From an optimization exercise on the open Yosys and OpenROAD flow, aimed at small area; shortcuts taken in it are not production practice. The RTL was checked by simulation tests, not by an equivalence proof against the original design. No activity file was given, so power comes from the tool's default toggle rates.

$ cat config.mk
export PLATFORM = sky130hd
export DESIGN_NAME = keysynth
export DESIGN_NICKNAME = keysynth
export VERILOG_FILES = /design/flow/design.v
export SDC_FILE = /design/flow/constraint.sdc
export NUM_CORES = 4
export LEC_CHECK = 0
export ABC_AREA = 1
export CAP_MARGIN = 20
export CORE_MARGIN = 2
export CORE_UTILIZATION = 50
export CTS_BUF_LIST = sky130_fd_sc_hd__clkbuf_4
export SLEW_MARGIN = 20
export SYNTH_MEMORY_MAX_BITS = 65536
$ cat constraint.sdc
create_clock -name core_clock -period 22.0 [get_ports {clk}]
set_input_delay 4.4000 -clock core_clock [delete_from_list [all_inputs] [get_ports {clk}]]
set_output_delay 4.4000 -clock core_clock [all_outputs]
set_load 0.01 [all_outputs]
$ cat design.v
module ks_wavetable (
    input  wire [7:0]  j,
    output reg  [14:0] q
);
    always @(*) begin
        case (j)
            8'd0: q = 15'd0;
            8'd1: q = 15'd206;
            8'd2: q = 15'd412;
            8'd3: q = 15'd618;
            8'd4: q = 15'd823;
            8'd5: q = 15'd1029;
            8'd6: q = 15'd1235;
            8'd7: q = 15'd1441;
            8'd8: q = 15'd1646;
            8'd9: q = 15'd1852;
            8'd10: q = 15'd2057;
            8'd11: q = 15'd2263;
            8'd12: q = 15'd2468;
            8'd13: q = 15'd2673;
            8'd14: q = 15'd2879;
            8'd15: q = 15'd3084;
            8'd16: q = 15'd3289;
            8'd17: q = 15'd3493;
            8'd18: q = 15'd3698;
            8'd19: q = 15'd3902;
            8'd20: q = 15'd4107;
            8'd21: q = 15'd4311;
            8'd22: q = 15'd4515;
            8'd23: q = 15'd4719;
            8'd24: q = 15'd4922;
            8'd25: q = 15'd5126;
            8'd26: q = 15'd5329;
            8'd27: q = 15'd5532;
            8'd28: q = 15'd5735;
            8'd29: q = 15'd5938;
            8'd30: q = 15'd6140;
            8'd31: q = 15'd6342;
            8'd32: q = 15'd6544;
            8'd33: q = 15'd6746;
            8'd34: q = 15'd6947;
            8'd35: q = 15'd7148;
            8'd36: q = 15'd7349;
            8'd37: q = 15'd7549;
            8'd38: q = 15'd7749;
            8'd39: q = 15'd7949;
            8'd40: q = 15'd8149;
            8'd41: q = 15'd8348;
            8'd42: q = 15'd8547;
            8'd43: q = 15'd8746;
            8'd44: q = 15'd8944;
            8'd45: q = 15'd9142;
            8'd46: q = 15'd9339;
            8'd47: q = 15'd9536;
            8'd48: q = 15'd9733;
            8'd49: q = 15'd9930;
            8'd50: q = 15'd10126;
            8'd51: q = 15'd10321;
            8'd52: q = 15'd10516;
            8'd53: q = 15'd10711;
            8'd54: q = 15'd10905;
            8'd55: q = 15'd11099;
            8'd56: q = 15'd11293;
            8'd57: q = 15'd11486;
            8'd58: q = 15'd11679;
            8'd59: q = 15'd11871;
            8'd60: q = 15'd12062;
            8'd61: q = 15'd12254;
            8'd62: q = 15'd12444;
            8'd63: q = 15'd12634;
            8'd64: q = 15'd12824;
            8'd65: q = 15'd13013;
            8'd66: q = 15'd13202;
            8'd67: q = 15'd13390;
            8'd68: q = 15'd13578;
            8'd69: q = 15'd13765;
            8'd70: q = 15'd13952;
            8'd71: q = 15'd14138;
            8'd72: q = 15'd14323;
            8'd73: q = 15'd14508;
            8'd74: q = 15'd14692;
            8'd75: q = 15'd14876;
            8'd76: q = 15'd15059;
            8'd77: q = 15'd15242;
            8'd78: q = 15'd15424;
            8'd79: q = 15'd15605;
            8'd80: q = 15'd15786;
            8'd81: q = 15'd15966;
            8'd82: q = 15'd16145;
            8'd83: q = 15'd16324;
            8'd84: q = 15'd16502;
            8'd85: q = 15'd16680;
            8'd86: q = 15'd16857;
            8'd87: q = 15'd17033;
            8'd88: q = 15'd17208;
            8'd89: q = 15'd17383;
            8'd90: q = 15'd17557;
            8'd91: q = 15'd17731;
            8'd92: q = 15'd17904;
            8'd93: q = 15'd18076;
            8'd94: q = 15'd18247;
            8'd95: q = 15'd18418;
            8'd96: q = 15'd18588;
            8'd97: q = 15'd18757;
            8'd98: q = 15'd18925;
            8'd99: q = 15'd19093;
            8'd100: q = 15'd19260;
            8'd101: q = 15'd19426;
            8'd102: q = 15'd19592;
            8'd103: q = 15'd19756;
            8'd104: q = 15'd19920;
            8'd105: q = 15'd20083;
            8'd106: q = 15'd20245;
            8'd107: q = 15'd20407;
            8'd108: q = 15'd20568;
            8'd109: q = 15'd20727;
            8'd110: q = 15'd20886;
            8'd111: q = 15'd21045;
            8'd112: q = 15'd21202;
            8'd113: q = 15'd21359;
            8'd114: q = 15'd21514;
            8'd115: q = 15'd21669;
            8'd116: q = 15'd21823;
            8'd117: q = 15'd21976;
            8'd118: q = 15'd22129;
            8'd119: q = 15'd22280;
            8'd120: q = 15'd22431;
            8'd121: q = 15'd22580;
            8'd122: q = 15'd22729;
            8'd123: q = 15'd22877;
            8'd124: q = 15'd23024;
            8'd125: q = 15'd23170;
            8'd126: q = 15'd23315;
            8'd127: q = 15'd23459;
            8'd128: q = 15'd23602;
            8'd129: q = 15'd23745;
            8'd130: q = 15'd23886;
            8'd131: q = 15'd24027;
            8'd132: q = 15'd24166;
            8'd133: q = 15'd24305;
            8'd134: q = 15'd24442;
            8'd135: q = 15'd24579;
            8'd136: q = 15'd24715;
            8'd137: q = 15'd24849;
            8'd138: q = 15'd24983;
            8'd139: q = 15'd25116;
            8'd140: q = 15'd25247;
            8'd141: q = 15'd25378;
            8'd142: q = 15'd25508;
            8'd143: q = 15'd25637;
            8'd144: q = 15'd25764;
            8'd145: q = 15'd25891;
            8'd146: q = 15'd26017;
            8'd147: q = 15'd26141;
            8'd148: q = 15'd26265;
            8'd149: q = 15'd26388;
            8'd150: q = 15'd26509;
            8'd151: q = 15'd26630;
            8'd152: q = 15'd26749;
            8'd153: q = 15'd26867;
            8'd154: q = 15'd26985;
            8'd155: q = 15'd27101;
            8'd156: q = 15'd27216;
            8'd157: q = 15'd27330;
            8'd158: q = 15'd27443;
            8'd159: q = 15'd27555;
            8'd160: q = 15'd27666;
            8'd161: q = 15'd27776;
            8'd162: q = 15'd27885;
            8'd163: q = 15'd27992;
            8'd164: q = 15'd28099;
            8'd165: q = 15'd28204;
            8'd166: q = 15'd28308;
            8'd167: q = 15'd28411;
            8'd168: q = 15'd28513;
            8'd169: q = 15'd28614;
            8'd170: q = 15'd28714;
            8'd171: q = 15'd28813;
            8'd172: q = 15'd28910;
            8'd173: q = 15'd29006;
            8'd174: q = 15'd29102;
            8'd175: q = 15'd29196;
            8'd176: q = 15'd29289;
            8'd177: q = 15'd29380;
            8'd178: q = 15'd29471;
            8'd179: q = 15'd29560;
            8'd180: q = 15'd29648;
            8'd181: q = 15'd29736;
            8'd182: q = 15'd29821;
            8'd183: q = 15'd29906;
            8'd184: q = 15'd29990;
            8'd185: q = 15'd30072;
            8'd186: q = 15'd30153;
            8'd187: q = 15'd30233;
            8'd188: q = 15'd30312;
            8'd189: q = 15'd30390;
            8'd190: q = 15'd30466;
            8'd191: q = 15'd30541;
            8'd192: q = 15'd30615;
            8'd193: q = 15'd30688;
            8'd194: q = 15'd30759;
            8'd195: q = 15'd30830;
            8'd196: q = 15'd30899;
            8'd197: q = 15'd30967;
            8'd198: q = 15'd31034;
            8'd199: q = 15'd31099;
            8'd200: q = 15'd31163;
            8'd201: q = 15'd31226;
            8'd202: q = 15'd31288;
            8'd203: q = 15'd31349;
            8'd204: q = 15'd31408;
            8'd205: q = 15'd31466;
            8'd206: q = 15'd31523;
            8'd207: q = 15'd31578;
            8'd208: q = 15'd31633;
            8'd209: q = 15'd31686;
            8'd210: q = 15'd31738;
            8'd211: q = 15'd31788;
            8'd212: q = 15'd31837;
            8'd213: q = 15'd31886;
            8'd214: q = 15'd31932;
            8'd215: q = 15'd31978;
            8'd216: q = 15'd32022;
            8'd217: q = 15'd32065;
            8'd218: q = 15'd32107;
            8'd219: q = 15'd32147;
            8'd220: q = 15'd32187;
            8'd221: q = 15'd32225;
            8'd222: q = 15'd32261;
            8'd223: q = 15'd32297;
            8'd224: q = 15'd32331;
            8'd225: q = 15'd32364;
            8'd226: q = 15'd32395;
            8'd227: q = 15'd32425;
            8'd228: q = 15'd32454;
            8'd229: q = 15'd32482;
            8'd230: q = 15'd32509;
            8'd231: q = 15'd32534;
            8'd232: q = 15'd32558;
            8'd233: q = 15'd32580;
            8'd234: q = 15'd32602;
            8'd235: q = 15'd32622;
            8'd236: q = 15'd32640;
            8'd237: q = 15'd32658;
            8'd238: q = 15'd32674;
            8'd239: q = 15'd32689;
            8'd240: q = 15'd32702;
            8'd241: q = 15'd32715;
            8'd242: q = 15'd32726;
            8'd243: q = 15'd32735;
            8'd244: q = 15'd32744;
            8'd245: q = 15'd32751;
            8'd246: q = 15'd32757;
            8'd247: q = 15'd32761;
            8'd248: q = 15'd32764;
            8'd249: q = 15'd32766;
            8'd250: q = 15'd32767;
            default: q = 15'd32767;    
        endcase
    end
endmodule
module keysynth (
    input  wire        clk,
    input  wire        rst,         
    input  wire        req_valid,
    input  wire [31:0] req,
    output reg         resp_valid,
    output wire [15:0] resp,
    output wire [3:0]  coldrv,
    output wire [11:0] dacout
);
    wire [3:0] op = req[31:28];
    reg legal;
    always @(*) begin
        case (op)
            4'h1: legal = (req[27:4] == 24'd0);
            4'h2: legal = (req[27:0] == 28'd0);
            4'h3: legal = (req[27:0] == 28'd0);
            4'h4: legal = (req[27:17] == 11'd0);
            4'h5: legal = (req[27:4] == 24'd0) && (req[3:0] >= 4'd5);
            default: legal = 1'b0;
        endcase
    end
    wire n_scan = req_valid && legal && (op == 4'h1);
    wire n_poll = req_valid && legal && (op == 4'h2);
    wire n_tick = req_valid && legal && (op == 4'h3);
    wire n_freq = req_valid && legal && (op == 4'h4);
    wire n_vol  = req_valid && legal && (op == 4'h5);
    wire n_ill  = req_valid && !legal;
    reg [3:0] c13;           
    reg       dirty_p;       
    reg [2:0] kb;            
    reg [1:0] ks;            
    reg       dirty_k;       
    wire c13_last = (c13 == 4'd12);
    wire kp_last  = (kb == 3'd4) && (ks == 2'd3);
    always @(posedge clk) begin
        if (rst) begin
            c13 <= 4'd0; dirty_p <= 1'b1;
            kb <= 3'd0; ks <= 2'd0; dirty_k <= 1'b1;
        end else begin
            c13 <= c13_last ? 4'd0 : c13 + 4'd1;
            if (c13_last) dirty_p <= 1'b0;
            kb <= (kb == 3'd4) ? 3'd0 : kb + 3'd1;
            if (kb == 3'd4) ks <= ks + 2'd1;
            if (kp_last) dirty_k <= 1'b0;
        end
    end
    localparam [3:0] S_IDLE  = 4'd0,
                     S_SCANW = 4'd1, S_SCANR = 4'd2,
                     S_POLLW = 4'd3, S_POLLR = 4'd4,
                     S_TICKW = 4'd5, S_TLOW  = 4'd6, S_THIGH = 4'd7,
                     S_TPOST = 4'd8, S_TSHIFT = 4'd9,
                     S_FDIV  = 4'd10, S_FWAIT = 4'd11, S_FWR = 4'd12;
    reg [3:0] st;
    reg [3:0] sq;            
    reg       is_tick, is_scan, is_poll, is_ill;    
    reg [1:0] col;
    reg [3:0] volshift;
    reg       fch;           
    reg [3:0] rq;            
    reg       hz0;           
    reg [2:0] r5;            
    reg [7:0] r250;          
    reg [1:0] uq;            
    wire       found = r250[5];
    wire       prel  = r250[4];
    wire [3:0] pkey  = r250[3:0];
    reg [19:0] kr0, kr1, kr2, kr3;
    wire [19:0] kr [0:3];
    assign kr[0] = kr0; assign kr[1] = kr1; assign kr[2] = kr2; assign kr[3] = kr3;
    wire scan_run  = (st == S_SCANR);
    wire poll_run  = (st == S_POLLR);
    wire poll_chk  = poll_run && (kb == 3'd4);
    reg  [3:0] ev;
    integer r;
    always @(*) begin
        for (r = 0; r < 4; r = r + 1)
            ev[r] = (kr[r][3:1] == 3'b000) && (kr[r][0] != kr[r][19]);
    end
    wire [3:0] evm = found ? 4'b0000 : ev;
    wire [3:0] evsel = evm & ~{evm[2:0] | {evm[1:0], 1'b0} | {evm[0], 2'b00}, 1'b0};
    wire [1:0] evrow = evm[0] ? 2'd0 : evm[1] ? 2'd1 : evm[2] ? 2'd2 : 2'd3;
    wire k0 = scan_run && (kb == 3'd0);
    wire k1 = scan_run && (kb == 3'd1);
    wire k2 = scan_run && (kb == 3'd2);
    wire k3 = scan_run && (kb == 3'd3);
    function kw(input [19:0] x, input b, input sel);
        reg h0;
        begin
            h0 = k0 ? x[16] : k1 ? x[17] : x[18];
            if (dirty_k)  kw = 1'b0;
            else if (k0)  kw = ~(b ^ h0) & (x[19] ^ x[17]);                  
            else if (k1)  kw = ~(b ^ h0) & (x[19] ^ (x[18] & ~x[0]));        
            else if (k2)  kw = ~(~(b ^ h0) & ~(x[19] & (x[0] | x[1])));      
            else if (k3)  kw = b;                                            
            else if (poll_chk && sel) kw = ~x[19];
            else kw = x[19];
        end
    endfunction
    always @(posedge clk) begin
        kr0 <= {kr0[18:0], kw(kr0, rq[0], evsel[0])};
        kr1 <= {kr1[18:0], kw(kr1, rq[1], evsel[1])};
        kr2 <= {kr2[18:0], kw(kr2, rq[2], evsel[2])};
        kr3 <= {kr3[18:0], kw(kr3, rq[3], evsel[3])};
    end
    reg [12:0] pl0, ph0, sl0, sh0, pl1, ph1, sl1, sh1;
    wire t_low  = (st == S_TLOW);
    wire t_high = (st == S_THIGH);
    wire f_wr   = (st == S_FWR);
    reg  cy0, cy1, fl0, fl1;
    wire a0 = t_low ? pl0[12] : ph0[12];
    wire b0 = t_low ? sl0[12] : sh0[12];
    wire a1 = t_low ? pl1[12] : ph1[12];
    wire b1 = t_low ? sl1[12] : sh1[12];
    wire ci0 = (t_low && c13 == 4'd0) ? 1'b0 : (t_high && c13 == 4'd11) ? fl0 : cy0;
    wire ci1 = (t_low && c13 == 4'd0) ? 1'b0 : (t_high && c13 == 4'd11) ? fl1 : cy1;
    wire s0 = a0 ^ b0 ^ ci0;
    wire s1 = a1 ^ b1 ^ ci1;
    wire co0 = (a0 & b0) | (a0 & ci0) | (b0 & ci0);
    wire co1 = (a1 & b1) | (a1 & ci1) | (b1 & ci1);
    wire w_on = (t_high && c13_last) || (st == S_TPOST && c13 <= 4'd5);
    wire wkc  = t_high || (c13 == 4'd0);         
    wire wci0 = t_high ? 1'b0 : cy0;
    wire wci1 = t_high ? 1'b0 : cy1;
    wire wb0  = wkc & fl0;
    wire wb1  = wkc & fl1;
    wire wo0  = ph0[7] ^ wb0 ^ wci0;
    wire wo1  = ph1[7] ^ wb1 ^ wci1;
    always @(posedge clk) begin
        if (t_low || (t_high && !c13_last)) begin
            cy0 <= co0;
            cy1 <= co1;
        end else if (w_on) begin
            cy0 <= (ph0[7] & wb0) | (ph0[7] & wci0) | (wb0 & wci0);
            cy1 <= (ph1[7] & wb1) | (ph1[7] & wci1) | (wb1 & wci1);
        end
        if (t_high) begin
            case (c13)
                4'd4: begin fl0 <= s0; fl1 <= s1; end
                4'd5: begin fl0 <= fl0 | s0; fl1 <= fl1 | s1; end
                4'd6, 4'd7, 4'd8, 4'd9: begin fl0 <= fl0 & s0; fl1 <= fl1 & s1; end
                4'd10: begin fl0 <= (fl0 & s0) | co0; fl1 <= (fl1 & s1) | co1; end
                default: ;
            endcase
        end
    end
    wire [13:0] lr1 = 14'd3277, lr2 = 14'd6554, lr3 = 14'd9830, lr4 = 14'd13107;
    wire [13:0] lrv = (r5 == 3'd1) ? lr1 : (r5 == 3'd2) ? lr2 : (r5 == 3'd3) ? lr3 :
                      (r5 == 3'd4) ? lr4 : 14'd0;
    wire fl_bit = lrv[c13];
    reg  fh_bit;
    always @(*) begin
        case (c13)
            4'd0: fh_bit = lrv[13];
            4'd1: fh_bit = rq[0];
            4'd2: fh_bit = rq[1];
            4'd11: fh_bit = uq[0];
            4'd12: fh_bit = uq[1];
            default: fh_bit = r250[c13 - 4'd3];
        endcase
    end
    wire load0 = n_freq && !req[16];
    wire load1 = n_freq &&  req[16];
    wire fw0 = f_wr && !fch;
    wire fw1 = f_wr &&  fch;
    wire clean = dirty_p;
    always @(posedge clk) begin
        pl0 <= {pl0[11:0], clean ? 1'b0 : t_low ? s0 : (fw0 && hz0) ? 1'b0 : pl0[12]};
        pl1 <= {pl1[11:0], clean ? 1'b0 : t_low ? s1 : (fw1 && hz0) ? 1'b0 : pl1[12]};
        ph0 <= {ph0[11:8], w_on ? wo0 : ph0[7], ph0[6:0],
                clean ? 1'b0 : t_high ? s0 : (fw0 && hz0) ? 1'b0 : ph0[12]};
        ph1 <= {ph1[11:8], w_on ? wo1 : ph1[7], ph1[6:0],
                clean ? 1'b0 : t_high ? s1 : (fw1 && hz0) ? 1'b0 : ph1[12]};
        if (load0) sl0 <= {req[15:3]};
        else       sl0 <= {sl0[11:0], clean ? 1'b0 : fw0 ? fl_bit : sl0[12]};
        if (load1) sl1 <= {req[15:3]};
        else       sl1 <= {sl1[11:0], clean ? 1'b0 : fw1 ? fl_bit : sl1[12]};
        sh0 <= {sh0[11:0], clean ? 1'b0 : fw0 ? fh_bit : sh0[12]};
        sh1 <= {sh1[11:0], clean ? 1'b0 : fw1 ? fh_bit : sh1[12]};
    end
    wire       dbit = (sq >= 4'd13) ? rq[2] : (fch ? sl1[12] : sl0[12]);
    wire [3:0] t5   = {r5, dbit};
    wire       qb   = (t5 >= 4'd5);
    wire [3:0] t5n  = qb ? t5 - 4'd5 : t5;
    wire [8:0] t250 = {r250, qb};
    wire       ub   = (t250 >= 9'd250);
    wire [8:0] t250n = ub ? t250 - 9'd250 : t250;
    wire rom_a = (st == S_TPOST) && (c13 == 4'd6);
    wire rom_b = (st == S_TPOST) && (c13 == 4'd7);
    wire [7:0] o_a = {ph0[8], ph0[9], ph0[10], ph0[11], ph0[12], ph0[0], ph0[1], ph0[2]};
    wire [1:0] q_a = {ph0[6], ph0[7]};
    wire [7:0] o_b = {ph1[9], ph1[10], ph1[11], ph1[12], ph1[0], ph1[1], ph1[2], ph1[3]};
    wire [1:0] q_b = {ph1[7], ph1[8]};
    wire [7:0] o_s = rom_b ? o_b : o_a;
    wire [1:0] q_s = rom_b ? q_b : q_a;
    wire [7:0] jx  = q_s[0] ? (8'd250 - o_s) : o_s;
    wire [14:0] qv;
    ks_wavetable u_wt (.j(jx), .q(qv));
    wire [16:0] sx  = {2'b00, qv} ^ {17{q_s[1]}};
    reg  [11:0] dac;         
    reg  [4:0]  lo;          
    wire [16:0] acc = rom_b ? {dac, lo} : 17'd0;
    wire [17:0] sum1 = {acc, 1'b1} + {sx, q_s[1]};
    wire [16:0] sum = sum1[17:1];
    wire        sh_go = (st == S_TSHIFT) && (sq < volshift);
    always @(posedge clk) begin
        lo <= sum[4:0];
        if (rst)
            dac <= 12'd0;
        else if (rom_a || rom_b)
            dac <= sum[16:5];
        else if (sh_go)
            dac <= {dac[11], dac[11:1]};
    end
    assign dacout = {~dac[11], dac[10:0]};
    assign coldrv = 4'b0001 << col;
    wire scan_go = (kb == 3'd4) && (ks + 2'd1 == col);
    reg  done;
    always @(*) begin
        done = 1'b0;
        case (st)
            S_SCANR:  done = (kb == 3'd3);
            S_POLLR:  done = kp_last;
            S_TSHIFT: done = !sh_go;
            S_FWR:    done = c13_last;
            default:  done = 1'b0;
        endcase
    end
    always @(posedge clk) begin
        if (rst) begin
            st <= S_IDLE;
            sq <= 4'd0;
            resp_valid <= 1'b0;
            is_tick <= 1'b0; is_scan <= 1'b0; is_poll <= 1'b0; is_ill <= 1'b0;
            col <= 2'd0;
            volshift <= 4'd5;
        end else begin
            resp_valid <= done || n_vol || n_ill;
            if (req_valid) begin
                is_tick <= n_tick; is_scan <= n_scan; is_poll <= n_poll; is_ill <= n_ill;
            end
            if (n_vol) volshift <= req[3:0];
            if (n_scan || n_freq) rq <= req[3:0];
            if (n_scan) begin
                st <= scan_go ? S_SCANR : S_SCANW;
            end
            if (n_poll) begin
                r250[5] <= 1'b0;
                st <= kp_last ? S_POLLR : S_POLLW;
            end
            if (n_tick) st <= c13_last ? S_TLOW : S_TICKW;
            if (n_freq) begin
                fch  <= req[16];
                hz0  <= (req[15:0] == 16'd0);
                r5   <= 3'd0;
                r250 <= 8'd0;
                sq   <= 4'd0;
                st   <= S_FDIV;
            end
            case (st)
                S_SCANW: if (scan_go) st <= S_SCANR;
                S_SCANR: if (kb == 3'd3) begin col <= col + 2'd1; st <= S_IDLE; end
                S_POLLW: if (kp_last) st <= S_POLLR;
                S_POLLR: begin
                    if (poll_chk && !found && ev != 4'd0) begin
                        r250[5:0] <= {1'b1, kr[evrow][19], ks, evrow};
                    end
                    if (kp_last) st <= S_IDLE;
                end
                S_TICKW: if (c13_last) st <= S_TLOW;
                S_TLOW:  if (c13_last) st <= S_THIGH;
                S_THIGH: if (c13_last) st <= S_TPOST;
                S_TPOST: if (c13 == 4'd7) begin st <= S_TSHIFT; sq <= 4'd5; end
                S_TSHIFT: begin
                    if (sh_go) sq <= sq + 4'd1;
                    else st <= S_IDLE;
                end
                S_FDIV: begin
                    r5   <= t5n[2:0];
                    if (sq <= 4'd13) begin
                        r250 <= t250n[7:0];
                        uq   <= {uq[0], ub};
                    end
                    if (sq >= 4'd13) rq[2:0] <= {rq[1:0], qb};
                    sq   <= sq + 4'd1;
                    if (sq == 4'd15) st <= c13_last ? S_FWR : S_FWAIT;
                end
                S_FWAIT: if (c13_last) st <= S_FWR;
                S_FWR:   if (c13_last) st <= S_IDLE;
                default: ;
            endcase
        end
    end
    wire [15:0] km0 = 16'h5D25;
    wire [15:0] km1 = 16'h6B1C;
    wire [15:0] km2 = 16'h8226;
    wire [15:0] km3 = 16'h0448;
    wire [15:0] km4 = 16'h07F7;
    wire [15:0] km5 = 16'h0FFF;
    wire [15:0] km6 = 16'hF000;
    wire [6:0] kchar = {km6[pkey], km5[pkey], km4[pkey], km3[pkey], km2[pkey], km1[pkey], km0[pkey]};
    wire pev = is_poll && found;
    assign resp[15]    = is_ill;
    assign resp[14]    = pev;
    assign resp[13:12] = 2'b00;
    assign resp[11:8]  = is_tick ? dacout[11:8] : 4'd0;
    assign resp[7:0]   = is_tick ? dacout[7:0]
                       : is_scan ? {2'b00, col, coldrv}
                       : pev ? {prel, kchar} : 8'd0;
endmodule
$ cat flow/run.sh
#!/bin/bash
# Layout flow: the standard flow (standard.sh) with these changes:
#  - synthesis maps the combinational logic with an area-oriented abc
#    script (flow/area.abc) instead of ORFS's abc_area.script, and without
#    ORFS's adder extraction (ADDER_MAP_FILE empty); everything else in
#    synthesis (registers, flattening, renaming) is the standard flow's;
#  - port buffers and pass-through buffers use sky130_fd_sc_hd__buf_1;
#  - clock tree: clkbuf_8 buffers, sink clusters of up to 16 flip-flops
#    within 50 um, no dummy loads.
set -euo pipefail
here=$(pwd)
{
  head -n 1 synth_recipe.tcl
  cat <<EOF
proc abc {args} {
  set out {}
  set i 0
  while {\$i < [llength \$args]} {
    set a [lindex \$args \$i]
    if {\$a eq "-script"} {
      lappend out -script $here/flow/area.abc
      incr i 2
      continue
    }
    lappend out \$a
    incr i
  }
  yosys abc {*}\$out
}
EOF
  tail -n +2 synth_recipe.tcl
} > my_synth.tcl
sed "s#SYNTH_SCRIPT=[^ ]*#SYNTH_SCRIPT=$here/my_synth.tcl#" standard.sh > my_standard.sh
bash my_standard.sh "BUFFER_PORTS_ARGS=-buffer_cell sky130_fd_sc_hd__buf_1" ADDER_MAP_FILE= "MIN_BUF_CELL_AND_PORTS=sky130_fd_sc_hd__buf_1 A X" "CTS_ARGS=-sink_clustering_enable -repair_clock_nets -buf_list sky130_fd_sc_hd__clkbuf_8 -sink_clustering_size 16 -sink_clustering_max_diameter 50 -dont_use_dummy_load" finish > flow_make.log 2>&1
$ cat flow/area.abc
strash
dc2
dc2
&get -n
&deepsyn -T 120
&put
dch -f
amap
topo
$ cat standard.sh
#!/bin/bash
# synth_recipe.tcl (not shown) runs the flow's synth.tcl, then flattens the netlist and writes it again
# the make line also repeats each setting of config.mk as NAME=value (left out here)
make -C /OpenROAD-flow-scripts/flow DESIGN_CONFIG=/design/flow/config.mk WORK_HOME=/design/flow/orfs CLKGATE_MAP_FILE= SYNTH_SCRIPT=/design/flow/synth_recipe.tcl "${@:-finish}"
==> results of run 1 <==
[metal layers]
layer	GRT usage	vias to the layer above	wire length, um
li1	-	5918	-
met1	0.4585	5915	18050
met2	0.5468	956	19290
met3	0.07684	229	5206
met4	0.1698	0	2835
met5	0	-	0
[worst paths after layout]
path	startpoint	end	slack, ps	cells after the start
worst max-delay path	st[0]	dac[11]	9310	61
worst min-delay path	pl1[6]	pl1[7]	300	0
worst max register to register	st[0]	dac[11]	9310	61
worst min register to register	pl1[6]	pl1[7]	300	0
[flip-flops by register name, indices dropped and copies added (netlist names), 3 cells and up]
register	flops
pl0	13
pl1	13
sl1	13
kr3	20
kr2	20
sl0	13
st	4
sh0	13
r5	3
c13	4
kb	3
kr0	20
r250	8
dac	12
sh1	13
sq	4
rq	4
ph0	13
kr1	20
lo	5
volshift	4
ph1	13
[cells by family (layout without fill, tap and decap cells)]
logic type,Yosys count,in the layout,share of synthesized area
AND/OR/NAND/NOR,661,661,0.2284
AO/OA/AOI/OAI,469,469,0.2609
flip-flops,254,254,0.4407
buffers and inverters,219,312,0.06816
XOR/XNOR,2,2,0.001453
other,1,3,0.0003109
[cells in the mapped netlist, types with 3 or more instances]
master,count,area share
nor2_1,379,0.12
dfxtp_1,231,0.38
clkinv_1,204,0.063
nand2_1,129,0.040
o21ai_0,115,0.048
a21oi_1,84,0.035
nor3_1,70,0.029
o22ai_1,48,0.025
o22a_1,30,0.022
nand3_1,26,0.011
a31oi_1,23,0.012
edfxtp_1,23,0.057
a211oi_1,19,0.012
o221ai_1,19,0.014
o21a_1,17,0.011
a2111oi_0,16,0.012
nor4_1,16,0.0083
o32ai_1,16,0.012
buf_1,15,0.0047
or3_1,13,0.0067
a221oi_1,8,0.0058
o211ai_1,8,0.0050
o31ai_1,8,0.0050
or4_1,7,0.0044
and3_1,6,0.0031
o2111a_1,6,0.0056
or2_0,6,0.0031
a222oi_1,5,0.0041
a22oi_1,5,0.0031
nand4_1,5,0.0026
o2111ai_1,5,0.0036
a311oi_1,4,0.0029
o221a_1,4,0.0037
o41ai_1,4,0.0029
a221o_1,3,0.0025
a31o_1,3,0.0022
nor2b_1,3,0.0016
o31a_1,3,0.0022
[cell type report]
class / instances / area, sq um / area share
Multi-Input combinational cell: 1134 / 5927 / 0.4517
Antenna cell: 1 / 2.502 / 0.0001907
Timing Repair Buffer: 85 / 394.1 / 0.03004
Sequential cell: 254 / 5315 / 0.4051
Tap cell: 319 / 399.1 / 0.03042
Clock buffer: 23 / 316.6 / 0.02413
Inverter: 204 / 765.7 / 0.05836
[power breakdown]
group          internal [mW]  switching (mW)
logic                0.00830          0.0180
registers              0.468         0.00443
clock network         0.0932           0.138
total                  0.570           0.160
[per-stage QoR]
stage                     cell area [sq um]  worst slack [ps]  hold slack [ps]    util  instances
after floorplan                       12060             10170            309.6       -       1607
after global placement                12800              9992            309.9  0.5437       1996
after detailed placement              12800             10020            312.1  0.5437       1996
after CTS                             13120              9938            299.5  0.5572       2019
after global routing                  13120              8111            303.2  0.5572       2019
final                                 13120              9308            299.9  0.5573       2020
[layout by cell type, fill, tap and decap left out, types with 26 or more instances in the layout]
master / instances
o22ai_1: 48
o22a_1: 30
buf_1: 65
nand3_1: 26
nor3_1: 70
dfxtp_1: 231
clkinv_1: 204
nor2_1: 379
nand2_1: 129
o21ai_0: 114
a21oi_1: 84
[critical path, delay by kind of cell, from the launching register on]
kind | cells | cell delay, ps
compound gates | 26 | 5100
buf+inv | 7 | 2550
flops | 1 | 400
simple gates | 28 | 4560
==> results_dict.tcl, run 1 <==
set metrics [dict create \
    run_status "no timing/DRC/antenna violations" \
    drive_above_1_share 0.02529 \
    post_cts.repair.setup_buffers 0 \
    start_kind "register" \
    die_area_sq_mm 0.02538 \
    clock_insertion_delay_worst_skew_ps 570 \
    cts_resized 0 \
    power_density_mw_per_mm2 55.64 \
    root_buffer "clkbuf_8" \
    synth-async-reset-ratio 0 \
    die_w_um 159.3 \
    worst-path-max-fanout 17 \
    yosys.cell_types.count 51 \
    grt_first_pass_wirelength_mm 69.66 \
    p_leak_nw 4.527 \
    worst-endpoint-required_ps 22500 \
    routed_wl_mm 45.39 \
    vdd.ir_drop.worst_v 0.00006851 \
    fmaxAchievable_mhz 78.79 \
    synth_edf_count 23 \
    cts_tree "built" \
    finalSetupViolations 0 \
    design.core.area_sq_mm 0.02354 \
    clock_sink_count 254 \
    fp-row-count 56 \
    finalSetupTns_ps 0 \
    cts_made_buffers 23 \
    maxCapViolCount 0 \
    ys.flop_type "dfxtp_1" \
    drc 0 \
    cts_htree_levels 1 \
    drt_iter0_markers 1801 \
    dp_hpwl_mm 34.10 \
    worst_pin_slew_ps 969.2 \
    design_power_total_mw 0.7301 \
    nNetsFinal 1737 \
    post_synth.cell_area_avg_sq_um 7.510 \
    synth_warnings 2 \
    vias 13020 \
    timing.slew.headroom 0.3515 \
    critPathSlowestCell "clkinv_1" \
    clockBufferDepth 3 \
    grt.overflow.total 0 \
    yosysSeqAreaShare 0.4407 \
    grt_max_degree 46 \
    initial_antenna_violation_count 0 \
    io-pin-count 68 \
    critical_path_arrival_ps 13190 \
    post_synth_inst_count 1606 \
    vias_per_cell 6.445 \
    wl_per_cell_um 22.47 \
    slowest_stage_delay_on_critical_path_ps 840 \
    finalWorstPathRequiredPeriod_ps 12690 \
    final-hold-violation-count 0 \
    worst_clock_skew_ps 105.7 \
    gpl.final_weighted_congestion 1.134 \
    globalRouteTotalUtil 0.3492 \
    min_delay_path_class "reg2reg" \
    critPathMostFrequentCell "nor2_1" \
    final_min_period_over_clock_period 0.5769 \
    grt_pass1_vias 12200 \
    filler_cell_count 2298 \
    initial_utilization 0.5123 \
    buffer_ports.inserted 65 \
    report.final.slew_viol_count 0 \
    ant_nets 0 \
    first_pass_iters 7 \
    flow.area_growth_from_synthesis_pct 8.787 \
    synth_area_sq_mm 0.01206 \
    setup_cp_type "reg2reg" \
    post_synthesis_register_bit_count 254 \
    chipHeight_um 159.3 \
    cp-end-kind "register" \
    clk_pin_slew_worst_paths_ps 80 \
    setup_repair_after_global_routing_missed_its_margin "false" \
    cts.hold.buffers_added 0 \
]
==> run 2: changes to the inputs <==
--- a/design.v
+++ b/design.v
@@ -364,15 +364,27 @@
         kr2 <= {kr2[18:0], kw(kr2, rq[2], evsel[2])};
         kr3 <= {kr3[18:0], kw(kr3, rq[3], evsel[3])};
     end
-    reg [12:0] pl0, ph0, sl0, sh0, pl1, ph1, sl1, sh1;
+    reg [12:0] pl0, ph0, sh0, pl1, ph1, sh1;
+    reg [2:0]  rr0, rr1;     
     wire t_low  = (st == S_TLOW);
     wire t_high = (st == S_THIGH);
     wire f_wr   = (st == S_FWR);
+    function lrbit(input [2:0] rr, input [3:0] p);
+        reg [13:0] v;
+        begin
+            v = (rr == 3'd1) ? 14'd3277 : (rr == 3'd2) ? 14'd6554 :
+                (rr == 3'd3) ? 14'd9830 : (rr == 3'd4) ? 14'd13107 : 14'd0;
+            lrbit = v[p];
+        end
+    endfunction
+    wire [3:0] lrp = t_low ? c13 : 4'd13;
+    wire lrb0 = lrbit(rr0, lrp);
+    wire lrb1 = lrbit(rr1, lrp);
     reg  cy0, cy1, fl0, fl1;
     wire a0 = t_low ? pl0[12] : ph0[12];
-    wire b0 = t_low ? sl0[12] : sh0[12];
+    wire b0 = (t_low || c13 == 4'd0) ? lrb0 : sh0[12];
     wire a1 = t_low ? pl1[12] : ph1[12];
-    wire b1 = t_low ? sl1[12] : sh1[12];
+    wire b1 = (t_low || c13 == 4'd0) ? lrb1 : sh1[12];
     wire ci0 = (t_low && c13 == 4'd0) ? 1'b0 : (t_high && c13 == 4'd11) ? fl0 : cy0;
     wire ci1 = (t_low && c13 == 4'd0) ? 1'b0 : (t_high && c13 == 4'd11) ? fl1 : cy1;
     wire s0 = a0 ^ b0 ^ ci0;
@@ -405,14 +417,10 @@
             endcase
         end
     end
-    wire [13:0] lr1 = 14'd3277, lr2 = 14'd6554, lr3 = 14'd9830, lr4 = 14'd13107;
-    wire [13:0] lrv = (r5 == 3'd1) ? lr1 : (r5 == 3'd2) ? lr2 : (r5 == 3'd3) ? lr3 :
-                      (r5 == 3'd4) ? lr4 : 14'd0;
-    wire fl_bit = lrv[c13];
     reg  fh_bit;
     always @(*) begin
         case (c13)
-            4'd0: fh_bit = lrv[13];
+            4'd0: fh_bit = 1'b0;             
             4'd1: fh_bit = rq[0];
             4'd2: fh_bit = rq[1];
             4'd11: fh_bit = uq[0];
@@ -432,14 +440,19 @@
                 clean ? 1'b0 : t_high ? s0 : (fw0 && hz0) ? 1'b0 : ph0[12]};
         ph1 <= {ph1[11:8], w_on ? wo1 : ph1[7], ph1[6:0],
                 clean ? 1'b0 : t_high ? s1 : (fw1 && hz0) ? 1'b0 : ph1[12]};
-        if (load0) sl0 <= {req[15:3]};
-        else       sl0 <= {sl0[11:0], clean ? 1'b0 : fw0 ? fl_bit : sl0[12]};
-        if (load1) sl1 <= {req[15:3]};
-        else       sl1 <= {sl1[11:0], clean ? 1'b0 : fw1 ? fl_bit : sl1[12]};
-        sh0 <= {sh0[11:0], clean ? 1'b0 : fw0 ? fh_bit : sh0[12]};
-        sh1 <= {sh1[11:0], clean ? 1'b0 : fw1 ? fh_bit : sh1[12]};
+        if (load0) sh0 <= {req[15:3]};
+        else       sh0 <= {sh0[11:0], clean ? 1'b0 : fw0 ? fh_bit : sh0[12]};
+        if (load1) sh1 <= {req[15:3]};
+        else       sh1 <= {sh1[11:0], clean ? 1'b0 : fw1 ? fh_bit : sh1[12]};
+        if (rst) begin
+            rr0 <= 3'd0;
+            rr1 <= 3'd0;
+        end else begin
+            if (fw0) rr0 <= r5;
+            if (fw1) rr1 <= r5;
+        end
     end
-    wire       dbit = (sq >= 4'd13) ? rq[2] : (fch ? sl1[12] : sl0[12]);
+    wire       dbit = (sq >= 4'd13) ? rq[2] : (fch ? sh1[12] : sh0[12]);
     wire [3:0] t5   = {r5, dbit};
     wire       qb   = (t5 >= 4'd5);
     wire [3:0] t5n  = qb ? t5 - 4'd5 : t5;
==> run 2 against run 1 <==
Compared with the run above: synthesized cell count rose by 2.3%; worst setup slack improved by 1200 ps; synthesized area decreased by 0.90%; register-to-register slack improved by 1200 ps.
==> results_dict.tcl, run 2 <==
set metrics [dict create \
    synth_common_cells "462 x nor2_1, 211 x dfxtp_1, 175 x clkinv_1" \
    wl_per_cell_um 22.37 \
    clk_pin_slew_worst_paths_ps 90 \
    root_buffer "clkbuf_8" \
    finalWorstPathRequiredPeriod_ps 11540 \
    io-pin-count 68 \
    run_status "no timing/DRC/antenna violations" \
    cts_made_buffers 23 \
    synth-async-reset-ratio 0 \
    slowest_stage_delay_on_critical_path_ps 720 \
    nNetsFinal 1773 \
    grt_max_degree 59 \
    yosys-mux-area-fraction 0 \
    hold_slack_ps 297.9 \
    cts.hold.buffers_added 0 \
    met2_length_mm 19.95 \
    worst-endpoint-required_ps 22430 \
    die_w_um 158.6 \
    ant_nets 0 \
    timing.slew.headroom 0.3165 \
    initial_antenna_violation_count 0 \
    drive_above_1_share 0.02592 \
    maxCapViolCount 0 \
    fmaxAchievable_mhz 86.69 \
    power_density_mw_per_mm2 53.56 \
    grt_pass1_vias 12070 \
    cts_resized 0 \
    final_common_cell "nor2_1" \
    globalRouteTotalUtil 0.3669 \
    design.core.area_sq_mm 0.02347 \
    vdd.ir_drop.worst_v 0.00006264 \
    cts_tree "built" \
    grt_first_pass_wirelength_mm 69.96 \
    synth.largest_area_cell "dfxtp_1" \
    yosysSeqAreaShare 0.4112 \
    cts_htree_levels 1 \
    flow.area_growth_from_synthesis_pct 8.920 \
    largest_family_of_logic_cells_by_synthesized_area "compound AO/OA/AOI/OAI gates" \
    p_leak_nw 4.522 \
    drc 0 \
    synth-compound-area-share 0.2719 \
    fp-row-count 56 \
    cp-end-kind "register" \
    fin_area_sq_mm 0.01302 \
    worst_pin_slew_ps 1021 \
    post_synth_inst_count 1643 \
    met3_wirelength_mm 4.715 \
    first_pass_iters 6 \
    highest_layer "met4" \
    worst_clock_skew_ps 80.08 \
    final_min_period_over_clock_period 0.5244 \
    final-hold-violation-count 0 \
    ys.flop_type "dfxtp_1" \
    drt_iter0_markers 1742 \
    multi_input_area_sq_mm 0.006342 \
    synth_edf_count 23 \
    routedLengthMet1_mm 18.08 \
    filler_cell_count 2228 \
    report.final.slew_viol_count 0 \
    clock_sink_count 234 \
    synth_area_sq_mm 0.01195 \
    clock_insertion_delay_worst_skew_ps 560 \
    synth_top_area_share 0.3534 \
    setup_repair_after_global_routing_missed_its_margin "false" \
    die_area_sq_mm 0.02516 \
    chipHeight_um 158.6 \
    yosys.cell_types.count 53 \
    synth_top_cells_by_area "dfxtp_1 35%, nor2_1 15%, edfxtp_1 5.8%, clkinv_1 5.5%, o21ai_0 5.1%" \
    finalSetupTns_ps 0 \
    grt.overflow.total 0 \
    final_core_utilization 0.5546 \
    post_cts.repair.setup_buffers 0 \
    critPathSlowestCell "a21oi_1" \
    post_synth.cell_area_avg_sq_um 7.274 \
    buffer_ports.inserted 65 \
    worst-path-max-fanout 17 \
    min_delay_path_class "reg2reg" \
    finalSetupViolations 0 \
    insertedDiodeCount 0 \
    critical_path_arrival_ps 11970 \
    place_area_sq_mm 0.01270 \
    vias 13070 \
    vias_per_cell 6.360 \
    initial_utilization 0.5092 \
    post-synth-top-count-cell "nor2_1" \
    post_synthesis_register_bit_count 234 \
    synth_warnings 2 \
    synth-adder-area-share 0 \
    final_cell_mix "462 x nor2_1, 211 x dfxtp_1, 175 x clkinv_1" \
    start_kind "register" \
    dp_hpwl_mm 34.59 \
    synth_simple_gate_area_share 0.2569 \
    clockBufferDepth 3 \
    gpl.final_weighted_congestion 1.054 \
    routed_wl_mm 45.98 \
    setup_cp_type "reg2reg" \
    area.sequential_sq_mm 0.004915 \
    critPathMostFrequentCell "nor2_1" \
    xor_xnor_share_of_the_synthesized_area 0 \
]
## run 2: cell types whose count changed after synthesis, moves of 8 or more
cell,previous run,this run
nor2_1,379,462
nor2b_1,3,13
o22ai_1,48,38
dfxtp_1,231,211
nand3_1,26,18
o22a_1,30,38
clkinv_1,204,175
nand2_1,129,117
nor3_1,70,81
a2111oi_0,16,2
o32a_1,2,12
## run 2: critical path: cells and delay by family, from the launching register on
kind / cells / cell delay (ps)
AOI/OAI and AO/OA: 16 / 3570
buffers and inverters: 7 / 2410
DFF: 1 / 360
and+or+nand+nor: 31 / 5050
## run 2: stage by stage
step	setup slack, ps	instances	power (mW)
after global routing	9475	2055	0.7185
after floorplan	9742	1644	0.4677
after CTS	10990	2055	0.7000
final	10460	2055	0.6973
after detailed placement	11080	2032	0.4803
after global placement	11460	2032	0.4798
## run 2: final timing paths
| path | start | end | slack [ps] | cells after the start |
|---|---|---|---|---|
| max | c13[2] | dac[10] | 10460 | 54 |
| min | pl0[4] | pl0[5] | 300 | 0 |
| max reg2reg | c13[2] | dac[10] | 10460 | 54 |
| min reg2reg | pl0[4] | pl0[5] | 300 | 0 |
## run 2: power breakdown
part | leakage, nW | switching [mW] | internal (mW)
Clock | 0.165 | 0.132 | 0.0930
Combinational | 2.44 | 0.0245 | 0.0117
Sequential | 1.92 | 0.00333 | 0.433
Total | 4.52 | 0.160 | 0.537
## run 2: final cells by class
cell class / count / share of cell area
well taps: 319 / 0.03066
clock buffers: 23 / 0.02432
multi-input cells: 1220 / 0.4872
flip-flops and latches: 234 / 0.3775
inverters: 175 / 0.05046
repair buffers: 84 / 0.02980
## run 2: kinds of logic (layout without fill, tap and decap cells)
| logic type | Yosys count | after routing |
|---|---|---|
| compound gates | 478 | 478 |
| buf+inv | 190 | 282 |
| flops | 234 | 234 |
| other cells | 1 | 2 |
| simple gates | 740 | 740 |
## run 2: layer usage
metal | GRT usage | vias to the layer above
met5 | 0 | -
met2 | 0.5727 | 857
met3 | 0.07458 | 219
met1 | 0.4664 | 5967
li1 | - | 6026
met4 | 0.2252 | 0
==> run 3: changes to the inputs <==
==> flow/area.abc (replaced) <==
strash
dc2
dc2
&get -n
&deepsyn -T 600
&put
dch -f
amap
topo
==> run 3 against run 2 <==
Compared with the run above: still clean; wire length increased by 6.5%; worst setup slack got worse by 3100 ps; utilization increased by 0.54 points; register-to-register slack got worse by 3100 ps; sequential share of layout area increased by 0.90 points; fmax decreased by 21%; combinational power increased by 59%; cell area decreased by 2.3%; die area decreased by 2.7%; power increased by 3.9%; first-iteration DRC count increased by 15%; critical path type unchanged.
==> results_dict.tcl, run 3 <==
set metrics [dict create \
    run_status "no timing/DRC/antenna violations" \
    design.core.area_sq_mm 0.02271 \
    cts_made_buffers 23 \
    finalWorstPathRequiredPeriod_ps 14670 \
    final-hold-violation-count 0 \
    clock_insertion_delay_worst_skew_ps 580 \
    post-synth-top-count-cell "nor2_1" \
    cts_resized 0 \
    synth_warnings 2 \
    cts_tree "built" \
    critPathSlowestCell "nor2_1" \
    post_synth.cell_area_avg_sq_um 7.401 \
    grt_max_degree 28 \
    synth_area_sq_mm 0.01162 \
    layout_setup_ws_ps 7334 \
    dpl_worst_slack_ps 7996 \
    start_kind "register" \
    grt.overflow.total 0 \
    cts.hold.buffers_added 0 \
    yosysSeqAreaShare 0.4230 \
    setup_cp_type "reg2reg" \
    worst_pin_slew_ps 1121 \
    cp-end-kind "register" \
    yosys.cell_types.count 50 \
    place_area_sq_mm 0.01240 \
    setup_repair_after_global_routing_missed_its_margin "false" \
    synth_edf_count 23 \
    synth.largest_area_cell "dfxtp_1" \
    report.final.slew_viol_count 0 \
    insertedDiodeCount 0 \
    maxCapViolCount 0 \
    synth-async-reset-ratio 0 \
    flow.area_growth_from_synthesis_pct 9.432 \
    fin_area_sq_mm 0.01272 \
    synth_common_cells "346 x nor2_1, 212 x clkinv_1, 211 x dfxtp_1" \
    wl_per_cell_um 24.99 \
    initial_antenna_violation_count 1 \
    final_core_utilization 0.5599 \
    power_density_mw_per_mm2 56.97 \
    io-pin-count 68 \
    vias_per_cell 6.735 \
    globalRouteTotalUtil 0.3948 \
    initial_utilization 0.5117 \
    die_area_sq_mm 0.02448 \
    clockBufferDepth 3 \
    gpl.final_weighted_congestion 1.172 \
    chipHeight_um 156.4 \
    post_synthesis_register_bit_count 234 \
    p_leak_nw 4.269 \
    final_min_period_over_clock_period 0.6666 \
    filler_cell_count 2117 \
    die_w_um 156.4 \
    critPathMostFrequentCell "nor2_1" \
    grt_first_pass_wirelength_mm 73.04 \
    ys.flop_type "dfxtp_1" \
    finalSetupViolations 0 \
    drive_above_1_share 0.03226 \
    first_pass_iters 11 \
    worst-path-max-fanout 22 \
    synth_top_cells_by_area "dfxtp_1 36%, nor2_1 11%, clkinv_1 6.8%, edfxtp_1 5.9%, o21ai_0 5.8%" \
    fp-row-count 55 \
    critical_path_arrival_ps 15120 \
    worst-endpoint-required_ps 22460 \
    post_cts.repair.setup_buffers 0 \
    root_buffer "clkbuf_8" \
    grt_pass1_vias 12260 \
    min_delay_path_class "reg2reg" \
    routed_wl_mm 48.95 \
    final_common_cell "nor2_1" \
    fmaxAchievable_mhz 68.19 \
    drc 0 \
    cts_htree_levels 1 \
    finalSetupTns_ps 0 \
    vias 13190 \
    clock_sink_count 234 \
    final_instance_count_excl_fillers 1959 \
    post_synth_inst_count 1570 \
    final_cell_mix "346 x nor2_1, 212 x clkinv_1, 211 x dfxtp_1" \
    timing.slew.headroom 0.2461 \
    nNetsFinal 1711 \
    clk_pin_slew_worst_paths_ps 100 \
    synth_top_area_share 0.3635 \
    dp_hpwl_mm 37.78 \
    drt_iter0_markers 1995 \
    buffer_ports.inserted 65 \
    slowest_stage_delay_on_critical_path_ps 660 \
    worst_clock_skew_ps 129.8 \
    dp.cells 1936 \
    ant_nets 0 \
    vdd.ir_drop.worst_v 0.00007707 \
]
[run 3: kinds of logic after synthesis]
| family | count (synthesis) | synth area share |
|---|---|---|
| other cells | 1 | 0.0003227 |
| buf+inv | 227 | 0.07333 |
| flops | 234 | 0.4230 |
| compound gates | 511 | 0.2899 |
| simple gates | 597 | 0.2135 |
[run 3: layout make-up]
type	instances	area [sq um]	share of cell area
Tap cell	285	356.6	0.02804
Inverter	212	795.8	0.06258
Sequential cell	234	4915	0.3865
Clock buffer	23	316.6	0.02489
Timing Repair Buffer	95	469.2	0.03690
Multi-Input combinational cell	1110	5863	0.4611
[run 3: power by group]
part	internal [mW]	leakage, nW	total (mW)	switching [mW]
sequential	0.434	1.92	0.440	0.00542
clock	0.0929	0.165	0.227	0.134
combinational	0.0174	2.18	0.0576	0.0401
[run 3: stage by stage]
step           hold slack (ps)  power, mW
2_1_floorplan            309.6     0.4833
3_3_place_gp             310.6     0.5024
3_5_place_dp             312.1     0.5036
4_1_cts                  270.3     0.7220
5_1_grt                  276.8     0.7422
6_report                 256.9     0.7245
[run 3: critical path: cells and delay by family (launching register included)]
family / cells / cell delay, ps
simple gates: 27 / 5120
flops: 1 / 550
compound gates: 29 / 5740
buf+inv: 13 / 3150
[run 3: final timing paths]
check / startpoint / end / slack (ps) / cells past startpoint
setup reg to reg: c13[0] / dac[10] / 7330 / 69
setup / recovery: c13[0] / dac[10] / 7330 / 69
hold reg to reg: kr3[6] / kr3[7] / 260 / 0
hold / removal: kr3[6] / kr3[7] / 260 / 0
[run 3: routing by layer]
metal  vias to the layer above  share of wire  wire (um)  GRT usage
met3                       205           0.14       6617     0.1063
li1                       5832              -          -          -
met5                         -        0.00027         13   0.008282
met1                      6140           0.40      19340     0.5300
met4                         2          0.045       2201     0.1420
met2                      1015           0.42      20770     0.6117
==> run 4: changes to the inputs <==
--- a/design.v
+++ b/design.v
@@ -537,7 +537,7 @@
                 S_POLLW: if (kp_last) st <= S_POLLR;
                 S_POLLR: begin
                     if (poll_chk && !found && ev != 4'd0) begin
-                        r250[5:0] <= {1'b1, kr[evrow][19], ks, evrow};
+                        r250[5:0] <= {1'b1, |(evsel & {kr3[19], kr2[19], kr1[19], kr0[19]}), ks, evrow};
                     end
                     if (kp_last) st <= S_IDLE;
                 end
==> run 4 against run 3 <==
Compared with the run above: largest power group unchanged; cell area is 0.29% lower; wire length grew 2.6%; still clean on timing, DRC and antenna; sequential power is essentially flat; utilization down 0.17 points; critical path depth is 8 lower; cell count barely moved; critical path type unchanged; register-to-register slack improved by 1100 ps; fmax rose by 8.2%.
==> results_dict.tcl, run 4 <==
set metrics [dict create \
    regToRegEndpoint "dac[10]" \
    final_cell_mix "392 x nor2_1, 211 x dfxtp_1, 205 x clkinv_1" \
    dp_hpwl_mm 39.02 \
    yosys.cell_types.count 54 \
    critPathSlowestCell "nor2_1" \
    multi_input_area_sq_mm 0.005852 \
    cts_made_buffers 23 \
    synth.largest_area_cell "dfxtp_1" \
    routed_wl_mm 50.21 \
    p_int_mw 0.5334 \
    run_status "no timing/DRC/antenna violations" \
    pwr-share-seq 0.630 \
    clock_insertion_delay_worst_skew_ps 580 \
    root_buffer "clkbuf_8" \
    worstReg2RegStart "st[0]" \
    clkPwrFrac 0.331 \
    vias 13240 \
    post-synth-top-count-cell "nor2_1" \
    yosysSeqAreaShare 0.4243 \
    fmaxAchievable_mhz 73.81 \
    p_leak_nw 4.451 \
    final_core_utilization 0.5583 \
    ant_nets 0 \
    drt_iter0_markers 2030 \
    maxCapViolCount 0 \
    post_synth_inst_count 1571 \
    synth-async-reset-ratio 0 \
    switching_power_mw 0.1596 \
    grt_pass1_vias 12330 \
    finalSetupTns_ps 0 \
    drc 0 \
    min_delay_path_class "reg2reg" \
    fp-row-count 55 \
    r2r_cells 61 \
    finalWorstPathRequiredPeriod_ps 13550 \
    start_kind "register" \
    cts_resized 0 \
    r2r_setup_slack_ps 8450 \
    first_pass_iters 10 \
    power.combinational.fraction 0.039 \
    grt_first_pass_wirelength_mm 74.86 \
    critPathMostFrequentCell "nor2_1" \
    gpl.final_weighted_congestion 1.057 \
    fin_area_sq_mm 0.01268 \
    design.core.area_sq_mm 0.02271 \
    finalSetupViolations 0 \
    insertedDiodeCount 0 \
    ys.flop_type "dfxtp_1" \
    post_synth.cell_area_avg_sq_um 7.373 \
    vdd.ir_drop.worst_v 0.00006759 \
    place_area_sq_mm 0.01236 \
    flow.area_growth_from_synthesis_pct 9.463 \
    slowest_stage_delay_on_critical_path_ps 700 \
    cts_htree_levels 1 \
    nNetsFinal 1712 \
    initial_utilization 0.5100 \
    synth_area_sq_mm 0.01158 \
    worst-endpoint-required_ps 22380 \
    cts.hold.buffers_added 0 \
    synth_top_cells_by_area "dfxtp_1 36%, nor2_1 13%, clkinv_1 6.6%, edfxtp_1 6.0%, o21ai_0 5.3%" \
    critical_path_arrival_ps 13930 \
    area.sequential_sq_mm 0.004915 \
    power.switching_fraction 0.2302 \
    final-hold-violation-count 0 \
    io-pin-count 68 \
    report.final.slew_viol_count 0 \
    wl_per_cell_um 25.62 \
    filler_cell_count 2073 \
    clockBufferDepth 3 \
    initial_antenna_violation_count 2 \
    worst_clock_skew_ps 92.61 \
    startpoint "st[0]" \
    power_density_mw_per_mm2 54.66 \
    worst-path-max-fanout 18 \
    synth_edf_count 23 \
    die_w_um 156.2 \
    final_min_period_over_clock_period 0.6158 \
    clk_pin_slew_worst_paths_ps 100 \
    grt_max_degree 33 \
    drive_above_1_share 0.03224 \
    setup_repair_after_global_routing_missed_its_margin "false" \
    buffer_ports.inserted 65 \
    globalRouteTotalUtil 0.4092 \
    cts_tree "built" \
    clock_sink_count 234 \
    setup_cp_type "reg2reg" \
    synth_common_cells "392 x nor2_1, 211 x dfxtp_1, 205 x clkinv_1" \
    vias_per_cell 6.757 \
    post_cts.repair.setup_buffers 0 \
    synth_top_area_share 0.3647 \
    synth_warnings 2 \
    endpoint "dac[10]" \
    final_common_cell "nor2_1" \
    timing.slew.headroom 0.2890 \
    post_synthesis_register_bit_count 234 \
    cp-end-kind "register" \
    worst_pin_slew_ps 1053 \
    die_area_sq_mm 0.02440 \
    grt.overflow.total 0 \
    chipHeight_um 156.2 \
]
## run 4: cell types whose count changed after synthesis, moves of 10 or more
cell	delta
nand2_1	-25
o21ai_0	-13
o22ai_1	-17
nor2_1	+46
a211oi_1	+15
a2111oi_0	-10
## run 4: worst min path at each step
stage / from / to / slack (ps) / cells past startpoint
floorplan: kr0[9] / kr0[10] / 310 / 0
global placement: ph0[3] / ph0[4] / 310 / 0
detailed placement: kr1[5] / kr1[6] / 310 / 0
CTS: ph1[4] / ph1[5] / 300 / 0
global route: kr0[6] / kr0[7] / 300 / 0
finish: ph1[4] / ph1[5] / 300 / 0
## run 4: metrics by stage
step | setup WS [ps] | cells | power, mW | hold WS, ps
finish | 8452 | 1960 | 0.6930 | 295.7
global route | 7313 | 1960 | 0.7087 | 297.1
CTS | 8884 | 1960 | 0.6901 | 299.7
detailed placement | 9001 | 1937 | 0.4716 | 312.1
global placement | 9196 | 1937 | 0.4700 | 310.9
floorplan | 10950 | 1572 | 0.4604 | 309.6
## run 4: kinds of logic after synthesis
| family | count (synthesis) | share of synthesized area |
|---|---|---|
| AO/OA/AOI/OAI | 491 | 0.2791 |
| XOR/XNOR | 1 | 0.0007563 |
| buffers and inverters | 220 | 0.07130 |
| flip-flops | 234 | 0.4243 |
| other | 1 | 0.0003238 |
| AND/OR/NAND/NOR | 624 | 0.2242 |
## run 4: per-layer routing
metal,vias to the layer above,GRT usage,wire length [um],share of wire
met4,2,0.1835,2897,0.058
met5,-,0,11,0.00022
met3,237,0.1308,6851,0.14
met1,6118,0.5483,19940,0.40
li1,5813,-,-,-
met2,1073,0.6030,20500,0.41
## run 4: cell type report
class                   count  area share
clock buffers              23     0.02497
flip-flops and latches    234      0.3876
inverters                 205     0.06069
well taps                 285     0.02813
repair buffers             95     0.03701
multi-input cells        1118      0.4616
## run 4: power groups by stage
stage / sequential, mW / clock, mW / combinational [mW]
after global routing: 0.437 / 0.242 / 0.0295
after detailed placement: 0.446 / 0 / 0.0257
final: 0.437 / 0.229 / 0.0273
after floorplan: 0.445 / 0 / 0.0158
after global placement: 0.446 / 0 / 0.0243
after CTS: 0.436 / 0.228 / 0.0260
## run 4: worst max-delay path: cells and delay by family, from the launching register on
family,cells,cell delay (ps)
compound gates,23,5300
buf+inv,11,2960
flops,1,400
simple gates,27,4720
==> run 5: changes to the inputs <==
--- a/flow/run.sh
+++ b/flow/run.sh
@@ -5,8 +5,8 @@
 #    ORFS's adder extraction (ADDER_MAP_FILE empty); everything else in
 #    synthesis (registers, flattening, renaming) is the standard flow's;
 #  - port buffers and pass-through buffers use sky130_fd_sc_hd__buf_1;
-#  - clock tree: clkbuf_8 buffers, sink clusters of up to 16 flip-flops
-#    within 50 um, no dummy loads.
+#  - clock tree: clkbuf_8 buffers, sink clusters of up to 20 flip-flops
+#    within 55 um, no dummy loads.
 set -euo pipefail
 here=$(pwd)
 {
@@ -31,4 +31,4 @@
   tail -n +2 synth_recipe.tcl
 } > my_synth.tcl
 sed "s#SYNTH_SCRIPT=[^ ]*#SYNTH_SCRIPT=$here/my_synth.tcl#" standard.sh > my_standard.sh
-bash my_standard.sh "BUFFER_PORTS_ARGS=-buffer_cell sky130_fd_sc_hd__buf_1" ADDER_MAP_FILE= "MIN_BUF_CELL_AND_PORTS=sky130_fd_sc_hd__buf_1 A X" "CTS_ARGS=-sink_clustering_enable -repair_clock_nets -buf_list sky130_fd_sc_hd__clkbuf_8 -sink_clustering_size 16 -sink_clustering_max_diameter 50 -dont_use_dummy_load" finish > flow_make.log 2>&1
+bash my_standard.sh "BUFFER_PORTS_ARGS=-buffer_cell sky130_fd_sc_hd__buf_1" ADDER_MAP_FILE= "MIN_BUF_CELL_AND_PORTS=sky130_fd_sc_hd__buf_1 A X" "CTS_ARGS=-sink_clustering_enable -repair_clock_nets -buf_list sky130_fd_sc_hd__clkbuf_8 -sink_clustering_size 20 -sink_clustering_max_diameter 55 -dont_use_dummy_load" finish > flow_make.log 2>&1
==> run 5 against run 4 <==
Compared with the run above: still clean on timing, DRC and antenna; clock power down 9.6%; combinational power up 22%; highest routed layer is now met4; critical path depth up 6; sequential share of layout area up 0.45 points; non-clock buffer count down 8; synthesized cell count down 1.1%; die area down 0.28%; register-to-register slack worse by 1200 ps; synthesized area down 0.28%; via count down 3.5%; cell area down 1.1%.
==> results_dict.tcl, run 5 <==
set metrics [dict create \
    timing.slew.headroom 0.1737 \
    io-pin-count 68 \
    finalSetupTns_ps 0 \
    synth.largest_area_cell "dfxtp_1" \
    post_synth.cell_area_avg_sq_um 7.432 \
    initial_antenna_violation_count 1 \
    first_pass_iters 8 \
    p_leak_nw 4.210 \
    dp_hpwl_mm 35.23 \
    cts_resized 0 \
    pwr-share-seq 0.645 \
    slowest_stage_delay_on_critical_path_ps 580 \
    yosysSeqAreaShare 0.4255 \
    switching_power_mw 0.1572 \
    setup_repair_after_global_routing_missed_its_margin "false" \
    routed_wl_mm 45.95 \
    post_synth_inst_count 1554 \
    nNetsFinal 1683 \
    run_status "no timing/DRC/antenna violations" \
    clockBufferDepth 3 \
    synth_top_area_share 0.3657 \
    drc 0 \
    post_synthesis_register_bit_count 234 \
    final_cell_mix "339 x nor2_1, 211 x dfxtp_1, 204 x clkinv_1" \
    maxCapViolCount 0 \
    vdd.ir_drop.worst_v 0.00007847 \
    cts.hold.buffers_added 0 \
    power.combinational.fraction 0.049 \
    critPathSlowestCell "o22ai_1" \
    report.final.slew_viol_count 0 \
    die_area_sq_mm 0.02433 \
    flow.area_growth_from_synthesis_pct 8.515 \
    finalSetupViolations 0 \
    fmaxAchievable_mhz 67.91 \
    clock_insertion_delay_worst_skew_ps 550 \
    drive_above_1_share 0.02612 \
    cts_made_buffers 19 \
    post-synth-top-count-cell "nor2_1" \
    critical_path_arrival_ps 15180 \
    gpl.final_weighted_congestion 1.083 \
    cts_tree "built" \
    clk_pin_slew_worst_paths_ps 110 \
    wl_per_cell_um 23.79 \
    globalRouteTotalUtil 0.3734 \
    final-hold-violation-count 0 \
    cp-end-kind "register" \
    synth_warnings 2 \
    critPathMostFrequentCell "nor2_1" \
    insertedDiodeCount 0 \
    cts_htree_levels 1 \
    die_w_um 156.0 \
    initial_utilization 0.5101 \
    ant_nets 0 \
    buffer_ports.inserted 65 \
    synth_edf_count 23 \
    dp.cells 1912 \
    yosys.cell_types.count 51 \
    power.switching_fraction 0.2315 \
    synth_area_sq_mm 0.01155 \
    ys.flop_type "dfxtp_1" \
    worst-endpoint-required_ps 22460 \
    final_instance_count_excl_fillers 1931 \
    worst_pin_slew_ps 1226 \
    design.core.area_sq_mm 0.02264 \
    clkPwrFrac 0.305 \
    synth-async-reset-ratio 0 \
    grt_pass1_vias 11610 \
    grt_first_pass_wirelength_mm 69.18 \
    power_density_mw_per_mm2 54.15 \
    fp-row-count 55 \
    start_kind "register" \
    final_common_cell "nor2_1" \
    drt_iter0_markers 1753 \
    synth_common_cells "340 x nor2_1, 211 x dfxtp_1, 204 x clkinv_1" \
    worst_clock_skew_ps 61.01 \
    vias_per_cell 6.620 \
    vias 12780 \
    root_buffer "clkbuf_8" \
    worst-path-max-fanout 18 \
    clock_sink_count 234 \
    final_min_period_over_clock_period 0.6693 \
    synth_top_cells_by_area "dfxtp_1 37%, nor2_1 11%, clkinv_1 6.6%, edfxtp_1 6.0%, o21ai_0 6.0%" \
    finalWorstPathRequiredPeriod_ps 14720 \
    chipHeight_um 156.0 \
    grt.overflow.total 0 \
    min_delay_path_class "reg2reg" \
    setup_cp_type "reg2reg" \
    post_cts.repair.setup_buffers 0 \
    p_int_mw 0.5216 \
    grt_max_degree 30 \
]
[run 5: area by class of cell]
class	instances	area (sq um)
fill	2099	10110
clock buffer	19	261.5
multi-input combinational	1102	5826
sequential	234	4915
tap	285	356.6
timing repair buffer	87	409.1
inverter	204	765.7
[run 5: worst paths after layout]
kind	to	cells past startpoint	startpoint	slack, ps
setup / recovery	dac[10]	67	c13[1]	7280
hold / removal	kr1[3]	0	kr1[2]	310
setup reg to reg	dac[10]	67	c13[1]	7280
hold reg to reg	kr1[3]	0	kr1[2]	310
[run 5: cell families after synthesis]
logic type	count (synthesis)	share of synthesized area
compound gates	496	0.2833
simple gates	603	0.2189
flops	234	0.4255
xor+xnor	1	0.0007585
buf+inv	219	0.07117
other cells	1	0.0003247
[run 5: power groups by stage]
stage | Sequential (mW) | Clock [mW] | Combinational, mW
CTS | 0.438 | 0.209 | 0.0322
floorplan | 0.446 | 0 | 0.0210
detailed placement | 0.448 | 0 | 0.0319
finish | 0.438 | 0.207 | 0.0334
global placement | 0.447 | 0 | 0.0310
global route | 0.439 | 0.222 | 0.0365
[run 5: critical path, delay by kind of cell, from the launching register on]
family / cells / cell delay [ps]
simple gates: 31 / 5450
compound gates: 24 / 5470
buf+inv: 12 / 3280
flops: 1 / 460
[run 5: through the flow]
stage | worst slack, ps | utilization | power, mW | cell area [sq um] | hold slack, ps
5_1_grt | 5955 | 0.5536 | 0.6975 | 12530 | 321.6
3_5_place_dp | 7974 | 0.5418 | 0.4795 | 12270 | 312.8
3_3_place_gp | 8207 | 0.5418 | 0.4783 | 12270 | 309.7
2_1_floorplan | 9979 | - | 0.4671 | 11550 | 309.6
4_1_cts | 7877 | 0.5533 | 0.6785 | 12530 | 323.0
6_report | 7275 | 0.5536 | 0.6787 | 12530 | 314.5
[run 5: metal layers]
layer  vias to the layer above  track usage  share of wire
met5                         -            0              0
met4                         0       0.1931          0.062
met3                       204      0.09583           0.13
met2                       961       0.5660           0.42
met1                      5847       0.4918           0.39
li1                       5771            -              -

-- what the ideal ports hide --
In the flow no input, the clock included, has a driving cell. The finished layouts below were timed again as built, in two steps.
Step 1 assumes that a clkbuf_16 drives the clock port and a buf_2 every other input.
Step 2 moves the port delays by t, midway between the first and last clock arrival at a register: inputs arrive t later, outputs are due t later. That takes back most of the time a late clock gives input paths.
Slacks: no drivers / after step 1 / after step 2; pairs: no drivers / after step 1.
| run | t, ns | setup WS [ns] | worst setup path at the end |
|---|---|---|---|
| run 1 | 0.566 | 9.308 / 9.308 / 9.308 | register to register |
| run 2 | 0.570 | 10.464 / 10.464 / 10.464 | register to register |
| run 3 | 0.555 | 7.334 / 7.334 / 7.334 | register to register |
| run 4 | 0.577 | 8.452 / 8.452 / 8.452 | register to register |
| run 5 | 0.560 | 7.275 / 7.275 / 7.275 | register to register |
After both steps every run listed still meets setup and hold.
